This design comes from an exercise in tuning for small area on the open sky130 flow, not from production work.
Function was checked by simulation only, so behaviour that the tests miss may differ from the original.
Power is estimated from default activity; no workload was simulated.

==> flow/design.v (excerpt) <==
module p1load_sync (
    input  wire        clk,
    input  wire        rst,
    input  wire        cmd_valid,
    output wire        cmd_ready,
    input  wire [71:0] cmd_data,
    output wire        rsp_valid,
    output wire [2:0]  rsp_status,
    output reg  [31:0] rsp_data,
    output wire        trst_req,
    input  wire        trst_ack,
    output wire        tx_valid,
    input  wire        tx_ready,
    output wire [7:0]  tx_data,
    output wire        tx_last,
    output wire        rx_req,
    output wire [3:0]  rx_max,
    output wire [31:0] rx_timeout,
    input  wire        rx_valid,
    input  wire [7:0]  rx_data,
    input  wire        rx_last,
    input  wire        rx_empty,
    output wire        prog_valid,
    output wire [2:0]  prog_phase,
    output wire [31:0] prog_offset,
    output wire [31:0] prog_total,
    output wire [12:0] img_addr,
    input  wire [31:0] img_data,
    input  wire [31:0] img_len
);
clock: 8.0 ns
lec_check: 0
cap_margin: 20
core_margin: 2
core_utilization: 40
slew_margin: 20
run.sh (not shown) runs the stock make flow with config.mk's settings and CLKGATE_MAP_FILE= SYNTH_SCRIPT=/design/flow/synth_recipe.tcl, a recipe that flattens the netlist after the stock synthesis.
The starting point finished with timing, DRC and antenna clean.
Then changed:
--- a/flow/config.mk
+++ b/flow/config.mk
@@ -8,4 +8,6 @@
 export CAP_MARGIN = 20
 export CORE_MARGIN = 2
-export CORE_UTILIZATION = 40
+export CORE_UTILIZATION = 65
+export CTS_BUF_LIST = sky130_fd_sc_hd__clkbuf_4
+export PLACE_DENSITY = 0.75
 export SLEW_MARGIN = 20
After rerunning:
- combinational power stays flat
- cell count fell by 4.7%
- clock power fell by about 10%
- worst setup slack improved by 150 ps
- count of clock-buffer cells in the layout rose by 69
- clock skew rose by 32 ps
- routed wire length rose by 4.8%
- synthesized cell count does not change

Another version of the RTL of p1load_sync (not shown whole).
Size in the first run: about 270 flip-flops, ~320 I/O pins, about 12,000 sq um of cells after synthesis.
==> flow/config.mk <==
export PLATFORM = sky130hd
export DESIGN_NAME = p1load_sync
export DESIGN_NICKNAME = p1load_sync
export VERILOG_FILES = /design/flow/design.v
export SDC_FILE = /design/flow/constraint.sdc
export NUM_CORES = 4
export LEC_CHECK = 0
export CAP_MARGIN = 20
export CORE_MARGIN = 2
export CORE_UTILIZATION = 55
export SLEW_MARGIN = 20
==> flow/constraint.sdc <==
create_clock -name core_clock -period 8.0 [get_ports {clk}]
set_input_delay 1.6000 -clock core_clock [delete_from_list [all_inputs] [get_ports {clk}]]
set_output_delay 1.6000 -clock core_clock [all_outputs]
set_load 0.01 [all_outputs]
standard.sh (not shown) runs the stock make flow with config.mk's settings and CLKGATE_MAP_FILE= SYNTH_SCRIPT=/design/flow/synth_recipe.tcl, a recipe that flattens the netlist after the stock synthesis.
==> flow/flow/run.sh <==
#!/bin/bash
# Layout flow: the standard ORFS flow (standard.sh) with
# - synthesis as standard.sh runs it, but with an area-oriented ABC script
#   (flow/abc_area.script) in place of ORFS's delay-oriented one; registers
#   are mapped exactly as in the standard synthesis;
# - small port buffers (buf_1);
# - a clock tree of small clock buffers in small clusters, without dummy loads.
# Each tool's output goes to a log file in this folder.
set -euo pipefail
here=$(pwd)
rm -rf scripts_area
cp -r "$FLOW_HOME/scripts" scripts_area
cp flow/abc_area.script scripts_area/abc_speed.script
bash standard.sh synth "SCRIPTS_DIR=$here/scripts_area" > synth.log 2>&1
bash standard.sh finish \
  "BUFFER_PORTS_ARGS=-buffer_cell sky130_fd_sc_hd__buf_1" \
  "CTS_ARGS=-sink_clustering_enable -repair_clock_nets -dont_use_dummy_load -buf_list sky130_fd_sc_hd__clkbuf_4 -sink_clustering_size 8 -sink_clustering_max_diameter 50" \
  > finish.log 2>&1
==> flow/flow/abc_area.script <==
strash
dch -f
map -a
mfs2
strash
dch -f
map -a
mfs2
strash
dch -f
map -a
mfs2
strash
dch -f
map -a
topo
Rerun with:
--- a/flow/flow/run.sh
+++ b/flow/flow/run.sh
@@ -6,3 +6,4 @@
 # - small port buffers (buf_1);
-# - a clock tree of small clock buffers in small clusters, without dummy loads.
+# - a clock tree of small clock buffers in small clusters, without dummy loads;
+# - one tie cell for all constant outputs (no tie fanout repair).
 # Each tool's output goes to a log file in this folder.
@@ -16,2 +17,3 @@
   "BUFFER_PORTS_ARGS=-buffer_cell sky130_fd_sc_hd__buf_1" \
+  "SKIP_REPAIR_TIE_FANOUT=1" \
   "CTS_ARGS=-sink_clustering_enable -repair_clock_nets -dont_use_dummy_load -buf_list sky130_fd_sc_hd__clkbuf_4 -sink_clustering_size 8 -sink_clustering_max_diameter 50" \
What happened: The changed run produced a clean layout; utilization drops by 1.1 points; setup slack improves by 0.014 ns; total power hardly moves; via count drops slightly.

## afterwards: timing with drivers on the ports
The flow's constraints put no driver on any port. The routed layouts listed below were extracted and timed again, unchanged, in two steps. Step 1, drivers: a clkbuf_16 drives clk and a buf_2 each remaining input, both assumed. Step 2 moves the port delays by t, midway between the first and last clock arrival at a register: inputs arrive t later, outputs are due t later. That takes back most of the time a late clock gives input paths. a / b / c = ideal / step 1 / step 2; a / b = the first two.
run | t (ns) | slack for setup (ns) | hold WS [ns] | pins driven straight from the clock port
the first run of note 1 | 0.615 | 2.908 / 2.852 / 2.927 | 0.323 / 0.323 / 0.323 | 1
the second run of note 1 | 0.746 | 3.059 / 3.025 / 2.308 | 0.307 / 0.307 / 0.307 | 1
the first run of note 2 | 0.663 | 2.671 / 2.671 / 2.671 | 0.301 / 0.301 / 0.301 | 1
the second run of note 2 | 0.668 | 2.684 / 2.668 / 2.684 | 0.320 / 0.320 / 0.320 | 1
After both steps setup and hold are still met in every run listed. For the second run of note 1, which loses most, drivers alone change the setup slack by -0.034 ns; drivers and shift together by -0.751 ns.
